Background: an optimization exercise with open tools, aiming at small area, a short achievable clock period and few clock cycles per item. Do not read the settings as production practice.
Only the layout flow was run in this run; the RTL was not checked for function there.
Power figures rest on the tool's default switching activity, not on a simulated workload.

==> flow/design.v <==
module tfv_frontend (
    input              clk,
    input              rst,             
    input              start,           
    input              clear,           
    input      [7:0]   codec_sel,       
    input      [1:0]   transport_sel,   
    input      [31:0]  buf_len,         
    output             mem_req,
    output     [10:0]  mem_addr,
    input              mem_gnt,
    input      [7:0]   mem_rdata,
    output     [1:0]   state,           
    output     [3:0]   err_code,
    output     [7:0]   err_detail,
    output     [31:0]  err_offset,
    output     [63:0]  err_expected,
    output     [63:0]  err_actual,
    output     [15:0]  crc_result,
    output     [7:0]   rec_count,
    output     [31:0]  rec_size,
    output             dg_valid,
    output     [15:0]  dg_packet_id,
    output     [7:0]   dg_seq_id,
    output     [15:0]  dg_decl_len,
    output     [119:0] dev_id
);
    localparam [1:0] ST_IDLE = 2'd0, ST_BUSY = 2'd1, ST_OK = 2'd2, ST_ERR = 2'd3;
    localparam [3:0] E_INVALID_PARAM = 4'd1, E_TOO_SHORT = 4'd2, E_LENGTH = 4'd3,
                     E_PREAMBLE = 4'd4, E_CHECKSUM = 4'd5, E_MARKER = 4'd6,
                     E_DEVID_LEN = 4'd7, E_CODEC = 4'd8, E_REC_COUNT = 4'd9;
    localparam [2:0] K_NONE  = 3'd0,
                     K_LEN   = 3'd1,    
                     K_PRE   = 3'd2,    
                     K_CODEC = 3'd3,    
                     K_N1    = 3'd4,    
                     K_N2    = 3'd5,    
                     K_IDL   = 3'd6,    
                     K_LAST  = 3'd7;    
    reg [1:0]   st;
    reg         nerr;          
    reg         nok;           
    reg         ndg;           
    reg [7:0]   codec_r;
    reg [1:0]   tr_r;
    reg [11:0]  nx;            
    wire        dg = tr_r[0];
    reg         rq;
    reg [10:0]  ra;            
    reg         pre;           
    reg         dv;            
    reg [2:0]   dk;            
    reg         dc;            
    reg [143:0] srn;           
    wire [143:0] sr = ~srn;
    reg [15:0]  crc;
    reg [7:0]   n1;
    reg         cm;            
    reg         nm;            
    reg [10:0]  q;
    reg [7:0]   rm;
    reg [3:0]   dcnt;
    reg         dact;
    reg         ep;            
    reg         ep2;           
    reg         c1;            
    reg         ra11;          
    reg  [1:0]  kc;            
    reg         n2ne;          
    reg         tz;            
    reg         pz;            
    reg         plen;          
    reg         pidl;          
    reg         pcrc;          
    reg         fin;           
    reg         cbad;          
    reg [3:0]   code;
    reg [1:0]   sub;           
    reg [1:0]   det;           
    function [15:0] crc8;
        input [15:0] c;
        input [7:0]  b;
        reg   [7:0]  t;
        reg          p;
        begin
            t    = c[7:0] ^ b;
            p    = ^t;
            crc8 = {8'h00, c[15:8]} ^ {2'b00, t, 6'd0} ^ {1'b0, t, 7'd0} ^ {p, p, 13'd0, p};
        end
    endfunction
    wire in_first_ok = transport_sel[0] ? (buf_len != 32'd0) : (buf_len > 32'd4);
    wire in_dg_pre   = (buf_len[11:0] >= 12'd26);
    wire p_codec_ok  = (codec_r == 8'h08) || (codec_r == 8'h8E) || (codec_r == 8'h10);
    wire p_n_big     = (sr[31:0] > 32'd2048);
    wire p_short     = dg ? (sr[31:1] == 31'd0) : (sr[31:3] == 29'd0);
    wire take_start  = (st != ST_BUSY) && start && !clear;
    wire take_clear  = (st != ST_BUSY) && clear;
    wire [10:0] ra_inc = ra + 11'd1;
    reg  [10:0] ra_nx;
    reg         rq_last;
    reg  [2:0]  rk;
    always @* begin
        ra_nx   = ra_inc;
        rq_last = 1'b0;
        rk      = K_NONE;
        if (!dg) begin
            if (ra == 11'd7) ra_nx = 11'd0;
            if (ra == 11'd3) ra_nx = 11'd8;
            rq_last = (ra == nx[10:0]);
            if (ra == 11'd7)      rk = K_LEN;
            else if (ra == 11'd3) rk = K_PRE;
            else if (ra == 11'd8) rk = K_CODEC;
            else if (ra == 11'd9) rk = K_N1;
            else if (rq_last)     rk = K_LAST;
        end else if (pre) begin
            if (ra == 11'd23)      begin ra_nx = 11'd24;             rk = K_CODEC; end
            else if (ra == 11'd24) begin ra_nx = nx[10:0] + 11'd1;   rk = K_N1; end
            else                   begin ra_nx = 11'd0;              rk = K_N2; end
        end else begin
            case (ra[4:0])
            5'd1: ra_nx = 11'd4;
            5'd4: ra_nx = 11'd6;
            5'd7: ra_nx = 11'd2;
            5'd3: ra_nx = 11'd5;
            5'd5: ra_nx = 11'd8;
            default: ;
            endcase
            rq_last = (ra == 11'd22) || (ra == 11'd1 && nx < 12'd21);
            if (ra == 11'd1)       rk = K_LEN;
            else if (ra == 11'd4)  rk = K_PRE;
            else if (ra == 11'd7)  rk = K_IDL;
            else if (ra == 11'd22) rk = K_LAST;
        end
    end
    wire take = rq && mem_gnt;
    wire        proc  = (st == ST_BUSY) && dv && !ep && !fin;
    wire [7:0]  rd    = mem_rdata;
    wire [31:0] low   = {sr[23:0], rd};
    wire [12:0] nm11  = {1'b0, nx} - 13'd11;
    wire        len_eq = plen && (rd == (dg ? nx[7:0] : nm11[7:0]));
    wire [8:0]  dsh   = {rm, q[10]};
    wire        dfit  = dsh >= {1'b0, n1};
    wire [8:0]  dsub  = dsh - {1'b0, n1};
    wire        plen_lt3 = dg ? (nx < 12'd24) : (nx < 12'd14);
    wire        cb_now   = !dg && !(tz && pcrc && rd == crc[7:0]);
    wire        n2_bad   = !dg && !cm && n2ne;
    wire        fe_cb    = fin ? cbad : cb_now;
    wire        fe_nm    = fin ? nm : (nm || n2_bad);
    reg         fe_ok;
    reg  [3:0]  fe_code;
    reg  [1:0]  fe_sub;
    always @* begin
        fe_ok   = 1'b0;
        fe_code = 4'd0;
        fe_sub  = 2'd0;
        if (fe_cb) begin
            fe_code = E_CHECKSUM;
        end else if (plen_lt3) begin
            fe_code = E_TOO_SHORT; fe_sub = 2'd2;
        end else if (cm) begin
            fe_code = E_CODEC;
        end else if (fe_nm) begin
            fe_code = E_REC_COUNT;
        end else if (n1 == 8'd0) begin
            if (q != 11'd0) begin
                fe_code = E_REC_COUNT; fe_sub = 2'd1;
            end else
                fe_ok = 1'b1;
        end else if (rm != 8'd0) begin
            fe_code = E_REC_COUNT; fe_sub = 2'd2;
        end else
            fe_ok = 1'b1;
    end
    wire [10:0] pbase = dg ? 11'd23 : 11'd8;
    reg  [11:0] nk;
    always @* begin
        case (kc)
        2'd0:    nk = 12'h001;    
        2'd1:    nk = 12'h002;    
        2'd2:    nk = 12'hFFD;    
        default: nk = 12'hFFC;    
        endcase
    end
    wire [11:0] nadd  = nx + nk;
    wire [11:0] nr    = {ra11, ra};    
    wire [1:0]  plen2 = dg ? nx[1:0] - 2'd1 : nx[1:0] + 2'd1;
    wire [32:0] lexp  = {1'b0, dg ? 16'd0 : sr[31:16], sr[15:0]} + (dg ? 33'd2 : 33'd12);
    reg [10:0] off;
    reg [32:0] exp_v;
    reg [31:0] act_v;
    always @* begin
        off   = 11'd0;
        exp_v = 33'd0;
        act_v = sr[31:0];
        case (code)
        E_INVALID_PARAM: begin
            exp_v = (sub == 2'd3) ? 33'd2048 : 33'd0;
            if (sub == 2'd1) act_v = {24'd0, codec_r};
            if (sub == 2'd2) act_v = {30'd0, tr_r};
        end
        E_TOO_SHORT: begin
            if (sub == 2'd2) begin
                off = pbase; exp_v = 33'd3; act_v = {30'd0, plen2};
            end else begin
                exp_v = (sub == 2'd1) ? 33'd23 : dg ? 33'd2 : 33'd8;
                act_v = {20'd0, nr};
            end
        end
        E_LENGTH: begin
            off = dg ? 11'd0 : 11'd4; exp_v = sr[64:32]; act_v = {20'd0, nr};
        end
        E_CHECKSUM: begin
            off = ra; exp_v = {17'd0, crc};
        end
        E_MARKER: begin
            off = 11'd4; exp_v = 33'd1; act_v = {24'd0, sr[7:0]};
        end
        E_DEVID_LEN: begin
            off = 11'd6; exp_v = 33'd15; act_v = {16'd0, sr[15:0]};
        end
        E_CODEC: begin
            off = pbase; exp_v = {25'd0, codec_r}; act_v = {24'd0, rm};
        end
        E_REC_COUNT: begin
            if (sub == 2'd0) begin
                off = ra; exp_v = {25'd0, n1}; act_v = {24'd0, rm};
            end else begin
                off = pbase + 11'd2;
                act_v = (sub == 2'd1) ? {21'd0, q} : {24'd0, rm};
            end
        end
        default: ;
        endcase
    end
    always @(posedge clk) begin
        dv <= take;
        if (take) begin
            ra <= ra_nx;
            dk <= rk;
            dc <= !dg && (ra >= 11'd11) && !rq_last;
            if (dg && pre && ra != 11'd23 && ra != 11'd24)
                pre <= 1'b0;
            if (rq_last)
                rq <= 1'b0;
        end
        if (dact && st == ST_BUSY) begin
            rm   <= dfit ? dsub[7:0] : dsh[7:0];
            q    <= {q[9:0], dfit};
            dcnt <= dcnt - 4'd1;
            if (dcnt == 4'd0)
                dact <= 1'b0;
        end
        if (rst) begin
            st   <= ST_IDLE;
            nerr <= 1'b1;
            nok  <= 1'b1;
            ndg  <= 1'b1;
            rq   <= 1'b0;
            ra   <= 11'd0;
            code <= 4'd0;
            det  <= 2'd0;
            crc  <= 16'd0;
        end else if (st != ST_BUSY) begin
            if (take_clear) begin
                st   <= ST_IDLE;
                nerr <= 1'b1;
                nok  <= 1'b1;
                ndg  <= 1'b1;
                ra   <= 11'd0;
                code <= 4'd0;
                det  <= 2'd0;
                crc  <= 16'd0;
            end else if (take_start) begin
                st      <= ST_BUSY;
                nerr    <= 1'b1;
                nok     <= 1'b1;
                ndg     <= 1'b1;
                codec_r <= codec_sel;
                tr_r    <= transport_sel;
                nx      <= buf_len[11:0] - (transport_sel[0] ? 12'd2 : 12'd1);
                srn[31:0] <= ~buf_len;    
                crc     <= 16'd0;
                cm      <= 1'b0;
                nm      <= 1'b0;
                fin     <= 1'b0;
                dact    <= 1'b0;
                q       <= buf_len[10:0] - (transport_sel[0] ? 11'd26 : 11'd15);
                ep      <= 1'b0;
                ep2     <= 1'b0;
                c1      <= 1'b1;
                kc      <= {1'b0, transport_sel[0]};
                rq      <= in_first_ok;
                code    <= 4'd0;
                sub     <= 2'd0;
                det     <= 2'd0;
                if (!transport_sel[0]) begin
                    ra <= 11'd4; pre <= 1'b0;
                end else if (in_dg_pre) begin
                    ra <= 11'd23; pre <= 1'b1;
                end else begin
                    ra <= 11'd0; pre <= 1'b0;
                end
            end
        end else begin
            c1 <= 1'b0;
            if (c1) begin
                if (!p_codec_ok) begin
                    code <= E_INVALID_PARAM; sub <= 2'd1; det <= 2'd1;
                end else if (tr_r[1]) begin
                    code <= E_INVALID_PARAM; sub <= 2'd2; det <= 2'd2;
                end else if (p_n_big) begin
                    code <= E_INVALID_PARAM; sub <= 2'd3; det <= 2'd3;
                end else if (p_short) begin
                    code <= E_TOO_SHORT;
                end
                if (!p_codec_ok || tr_r[1] || p_n_big || p_short) begin
                    ep <= 1'b1; rq <= 1'b0;
                end
            end
            if (ep2) begin
                st        <= ST_ERR;
                nerr      <= 1'b0;
                ra        <= off;
                srn[64:0] <= ~{exp_v, act_v};
            end else if (ep) begin
                ep2        <= 1'b1;
                ra         <= nadd[10:0];
                ra11       <= nadd[11];
                srn[64:32] <= ~lexp;
            end else if (fin) begin
                if (!dact) begin
                    if (fe_ok) begin
                        st <= ST_OK; nok <= 1'b0; ndg <= !dg; ra <= 11'd0;
                    end else begin
                        ep <= 1'b1;
                    end
                    code <= fe_code;
                    sub  <= fe_sub;
                    if (fe_code == E_CHECKSUM)
                        kc <= 2'd2;
                    else if (fe_code == E_REC_COUNT && fe_sub == 2'd0)
                        kc <= dg ? 2'd0 : 2'd3;
                end
            end else if (proc) begin
                srn <= {srn[135:0], ~rd};
                n2ne <= (sr[23:16] != n1);
                tz   <= (sr[15:0] == 16'd0);
                pz   <= ({sr[15:0], rd} == 24'd0);
                plen <= dg ? (rd == {4'd0, nx[11:8]})
                           : (!nm11[12] && {sr[15:0], rd} == {12'd0, nm11[11:8]});
                pidl <= (rd == 8'd0);
                pcrc <= (rd == (dc ? crc8(crc, sr[23:16]) >> 8 : crc >> 8));
                if (dc)
                    crc <= crc8(crc, sr[23:16]);
                case (dk)
                K_LEN: begin
                    if (!len_eq) begin
                        code <= E_LENGTH; ep <= 1'b1; rq <= 1'b0;
                    end else if (dg && nx < 12'd21) begin
                        code <= E_TOO_SHORT; sub <= 2'd1; ep <= 1'b1; rq <= 1'b0;
                    end
                end
                K_PRE: begin
                    if (dg ? (rd != 8'd1) : !(pz && rd == 8'd0)) begin
                        code <= dg ? E_MARKER : E_PREAMBLE; ep <= 1'b1; rq <= 1'b0;
                    end
                end
                K_IDL: begin
                    if (!(pidl && rd == 8'd15)) begin
                        code <= E_DEVID_LEN; ep <= 1'b1; rq <= 1'b0;
                    end
                end
                K_CODEC: begin
                    if (rd != codec_r) begin
                        cm <= 1'b1; rm <= rd;
                    end
                end
                K_N1: begin
                    n1 <= rd;
                    if (rd != 8'd0 && !cm) begin
                        dact <= 1'b1; rm <= 8'd0; dcnt <= 4'd10;
                    end
                end
                K_N2: begin
                    if (!cm && rd != n1) begin
                        nm <= 1'b1; rm <= rd; dact <= 1'b0;
                    end
                end
                K_LAST: begin
                    cbad <= cb_now;
                    if (n2_bad) begin
                        nm <= 1'b1; rm <= sr[31:24]; dact <= 1'b0;
                    end
                    if (dact && !n2_bad) begin
                        fin <= 1'b1;
                    end else begin
                        if (fe_ok) begin
                            st <= ST_OK; nok <= 1'b0; ndg <= !dg; ra <= 11'd0;
                        end else begin
                            ep <= 1'b1;
                        end
                        code <= fe_code;
                        sub  <= fe_sub;
                        if (fe_code == E_CHECKSUM)
                        kc <= 2'd2;
                    else if (fe_code == E_REC_COUNT && fe_sub == 2'd0)
                        kc <= dg ? 2'd0 : 2'd3;
                    end
                end
                default: ;
                endcase
            end
        end
    end
    assign mem_req      = rq;
    assign mem_addr     = ra;
    assign state        = st;
    assign err_code     = code;
    assign err_detail   = {6'd0, det};
    assign err_offset   = {21'd0, ra};
    assign err_expected = {31'd0, !nerr ? sr[64:32] : 33'd0};
    assign err_actual   = {32'd0, !nerr ? sr[31:0] : 32'd0};
    assign crc_result   = crc;
    assign rec_count    = !nok ? n1 : 8'd0;
    assign rec_size     = !nok ? {21'd0, q} : 32'd0;
    assign dg_valid     = !ndg;
    assign dg_packet_id = !ndg ? sr[143:128] : 16'd0;
    assign dg_seq_id    = !ndg ? sr[127:120] : 8'd0;
    assign dg_decl_len  = !ndg ? {5'd0, nx[10:0]} : 16'd0;
    assign dev_id       = !ndg ? sr[119:0] : 120'd0;
endmodule
==> flow/flow/run.sh <==
#!/bin/bash
export BUFFER_PORTS_ARGS="-buffer_cell sky130_fd_sc_hd__buf_1"
bash standard.sh > standard.log 2>&1
==> flow/standard.sh <==
#!/bin/bash
# synth_recipe.tcl (not shown) runs the flow's synth.tcl, then flattens the netlist and writes it again
# the make line also repeats each setting of config.mk as NAME=value (left out here)
make -C /OpenROAD-flow-scripts/flow DESIGN_CONFIG=/design/flow/config.mk WORK_HOME=/design/flow/orfs CLKGATE_MAP_FILE= SYNTH_SCRIPT=/design/flow/synth_recipe.tcl "${@:-finish}"
==> flow/config.mk <==
export PLATFORM = sky130hd
export DESIGN_NAME = tfv_frontend
export DESIGN_NICKNAME = tfv_frontend
export VERILOG_FILES = /design/flow/design.v
export SDC_FILE = /design/flow/constraint.sdc
export NUM_CORES = 4
export LEC_CHECK = 0
export ABC_AREA = 1
export CAP_MARGIN = 20
export CORE_MARGIN = 2
export CORE_UTILIZATION = 40
export CTS_CLUSTER_DIAMETER = 150
export CTS_CLUSTER_SIZE = 20
export SETUP_SLACK_MARGIN = 3.15
export SLEW_MARGIN = 20
==> flow/constraint.sdc <==
create_clock -name core_clock -period 6.0 [get_ports {clk}]
set_input_delay 1.2000 -clock core_clock [delete_from_list [all_inputs] [get_ports {clk}]]
set_output_delay 1.2000 -clock core_clock [all_outputs]
set_load 0.01 [all_outputs]
==> run notes <==
-- worst min path at each step --
stage / endpoint / slack, ps / cells after the start
CTS: srn[122]$_DFFE_PP_ / 450 / 0
floorplan: srn[100]$_DFFE_PP_ / 430 / 0
global placement: srn[132]$_DFFE_PP_ / 430 / 0
detailed placement: srn[122]$_DFFE_PP_ / 430 / 0
finish: srn[90]$_DFFE_PP_ / 460 / 0
global route: srn[122]$_DFFE_PP_ / 460 / 0
-- cell families (layout without fill, tap and decap cells) --
family | count (synthesis) | in the layout | synth area share
and+or+nand+nor | 1256 | 1256 | 0.273
buffers and inverters | 531 | 740 | 0.133
DFF | 261 | 261 | 0.375
AOI/OAI and AO/OA | 459 | 459 | 0.144
adders and majority gates | 43 | 43 | 0.0296
xor gates and xnor gates | 97 | 97 | 0.0455
other | 1 | 116 | 0.000196
-- critical path, cell delays in order (launching register included) --
cell	delay, ps
edfxtp_1	690
nor2_1	210
buf_1	190
-- where the power goes --
group          switching (mW)  internal, mW
Sequential              0.214          2.08
Clock                   0.708         0.550
Combinational            1.08         0.479
-- layer usage --
metal,wire (um),up-vias
li1,-,9227
met1,36800,9962
met2,41200,1310
met3,8960,205
met4,4250,0
met5,0,-
-- cell type report --
| class | count | area [um^2] |
|---|---|---|
| Inverter | 279 | 1070 |
| Clock inverter | 2 | 28.8 |
| Timing Repair Buffer | 430 | 2120 |
| Timing Repair inverter | 1 | 7.51 |
| Fill cell | 5006 | 25700 |
| Multi-Input combinational cell | 1971 | 10100 |
| Clock buffer | 28 | 467 |
| Sequential cell | 261 | 7200 |
| Tap cell | 615 | 769 |
-- what timing repair did --
item / CTS / global route
setup endpoints to repair: 415 / 255
gates cloned: 3 / 0
pin swaps: 6 / 6
buffers inserted: 35 / 22
gates resized for setup: 36 / 58
-- cell usage in the layout, fill, tap and decap left out, types with 8 or more instances in the layout --
master	n
nor3_1	37
inv_2	43
nand2_2	12
o2111ai_1	10
clkbuf_16	17
o211ai_1	29
nor3_2	9
xnor2_1	33
nand3b_1	11
o221ai_1	38
nor2_4	8
xor2_1	61
inv_1	225
edfxtp_1	196
o21ai_0	147
dfxtp_1	58
clkbuf_1	11
nand4_1	43
o21ai_1	42
nand3_1	124
nand2_1	523
ha_1	37
nor4_1	16
buf_1	339
a31oi_1	10
conb_1	116
a22oi_1	11
nor2_2	18
o22ai_1	24
nor2_1	430
a21oi_1	109
buf_4	74
-- metrics by stage --
stage | worst slack (ps) | hold slack [ps] | instances
finish | 3160 | 455 | 3587
global route | 3020 | 462 | 3587
CTS | 3110 | 453 | 3565
detailed placement | 2460 | 433 | 3497
global placement | 2400 | 433 | 3497
floorplan | 2910 | 427 | 2763
==> impl_metrics.yaml <==
global_route:
  grt_max_degree: 66
  busiest_layer: "met2"
  grt-ovfl-total: 0
  antenna_found_initial: 0
  grt_pass1_vias: 18400
  grt_pass1_wl_mm: 128
  use_met3: 0.0545
  grtUsageMet1: 0.474
  grtUsageTotal: 0.352
  use_met2: 0.563
synth:
  ys_top_cells_by_count: "nand2_1 (536), nor2_1 (447), inv_1 (228), edfxtp_1 (196), o21ai_0 (150)"
  yosysTopAreaCell: "edfxtp_1"
  yosysUniqueCellTypes: 64
  syn_avg_cell_area_um2: 7.24
  yosys.area.top_type_share: 0.307
  synth_edf_count: 196
  yosysMostFrequentCell: "nand2_1"
  ys_async_sr_fraction: 0
  ys_seq_elements: 261
  synthTopCellsByArea: "edfxtp_1 (31%), nand2_1 (10%), nor2_1 (8.7%), dfxtp_1 (6.8%), buf_4 (5.2%)"
  synthCells: 2648
  syn_area_um2: 19200
  ys_warn_count: 1
  yosys_most_used_dff: "edfxtp_1"
  ys_seq_area_frac: 0.375
placement:
  io_buffers: 341
  dp.final_hpwl_mm: 69.2
  dpl_cell_area_um2: 20400
  place_congestion: 0.999
timing:
  tns_ps: 0
  setup_viol: 0
  tightest_slew_ps: 1030
  fin_skew_ps: 37.5
  relSlewSlack: 0.316
  period_needed_ps: 2840
  rsz0062_at_grt: "yes"
  post-route-period-util: 0.473
  slew_viol_final: 0
  fmax_mhz: 352
  finalHoldViolCount: 0
finish:
  drive_above_1_share: 0.0828
  nets: 3059
  antennaDiodeCount: 0
  syn_to_final_growth_pct: 13.7
  final_area_um2: 21800
  postLayoutCoreUtil: 0.458
clock_network:
  htreeDepth: 1
  cts_tree: "yes"
  cts_buffers: 17
  clk_path_buf_depth: 3
  clk_pin_slew_ps: 110
  root_buffer: "clkbuf_16"
  cts_num_sinks: 261
  clock_latency_ps: 550
  holdBufCountCts: 0
floorplan:
  core_um2: 47500
  die_w_um: 223
  initial_core_util: 0.403
  dieArea_um2: 49700
  rows: 80
  fp.dieH_um: 223
  boundaryPins: 458
worst_setup_path:
  reg2reg_from: "tr_r[0]$_DFFE_PP_"
  worstSetupPathType: "reg -> out"
  critPathLaunchType: "flop"
  cp-endpoint: "err_actual[20]"
  rr_worst_depth: 12
  critPathRequiredTime_ps: 4800
  reg2reg_slack_ps: 3200
  end_kind: "output pin"
  worstPathArrival_ps: 1640
  reg2reg_to: "srn[61]$_DFFE_PP_"
  cp_max_fo: 8
hold_path:
  hold_path.startpoint: "srn[82]$_DFFE_PP_"
  hold_class: "reg -> reg"
routing:
  wl_mm: 91.2
  wire_per_inst_um: 25.4
  num_vias: 20700
  first_iter_violations: 2572
  viasPerCell: 5.77
  first_pass_iters: 9
  ant_nets: 0
  drcViolationCount: 0
flow_run:
  max_cap_violations: 0
power_and_ir_drop:
  leakage_nw: 8.63
  finalPower_mw: 5.11
  ir_drop_v: 0.000173
  powerDensity_nw_per_um2: 234
status:
  status: "complete, no violations"

-- what the ideal ports hide --
How much do the figures lean on ideal ports? The routed layout below was timed once more, with nothing changed but the port constraints.
Step 1 (the two cells are an assumption about what drives the block):
set clk [get_ports {clk}]
set_driving_cell -lib_cell sky130_fd_sc_hd__clkbuf_16 $clk
set_driving_cell -lib_cell sky130_fd_sc_hd__buf_2 [delete_from_list [all_inputs] $clk]
Step 2 adds t to the input delays and takes it off the output delays; t is the mean of the earliest and latest rising clock arrival at the registers after step 1. Input paths then give back, and output paths get back, about the clock's delay inside the block.
Three values: ideal ports, drivers, drivers and shift; two values: the first two.
shift t [ns]: 0.595
slack for setup (ns): 3.160 / 3.100 / 2.634
slew at the worst register clock pin (ns): 0.11 / 0.11
After both steps this run still meets setup and hold. The setup slack of this run moves by -0.060 ns with the drivers and by -0.526 ns with both steps.
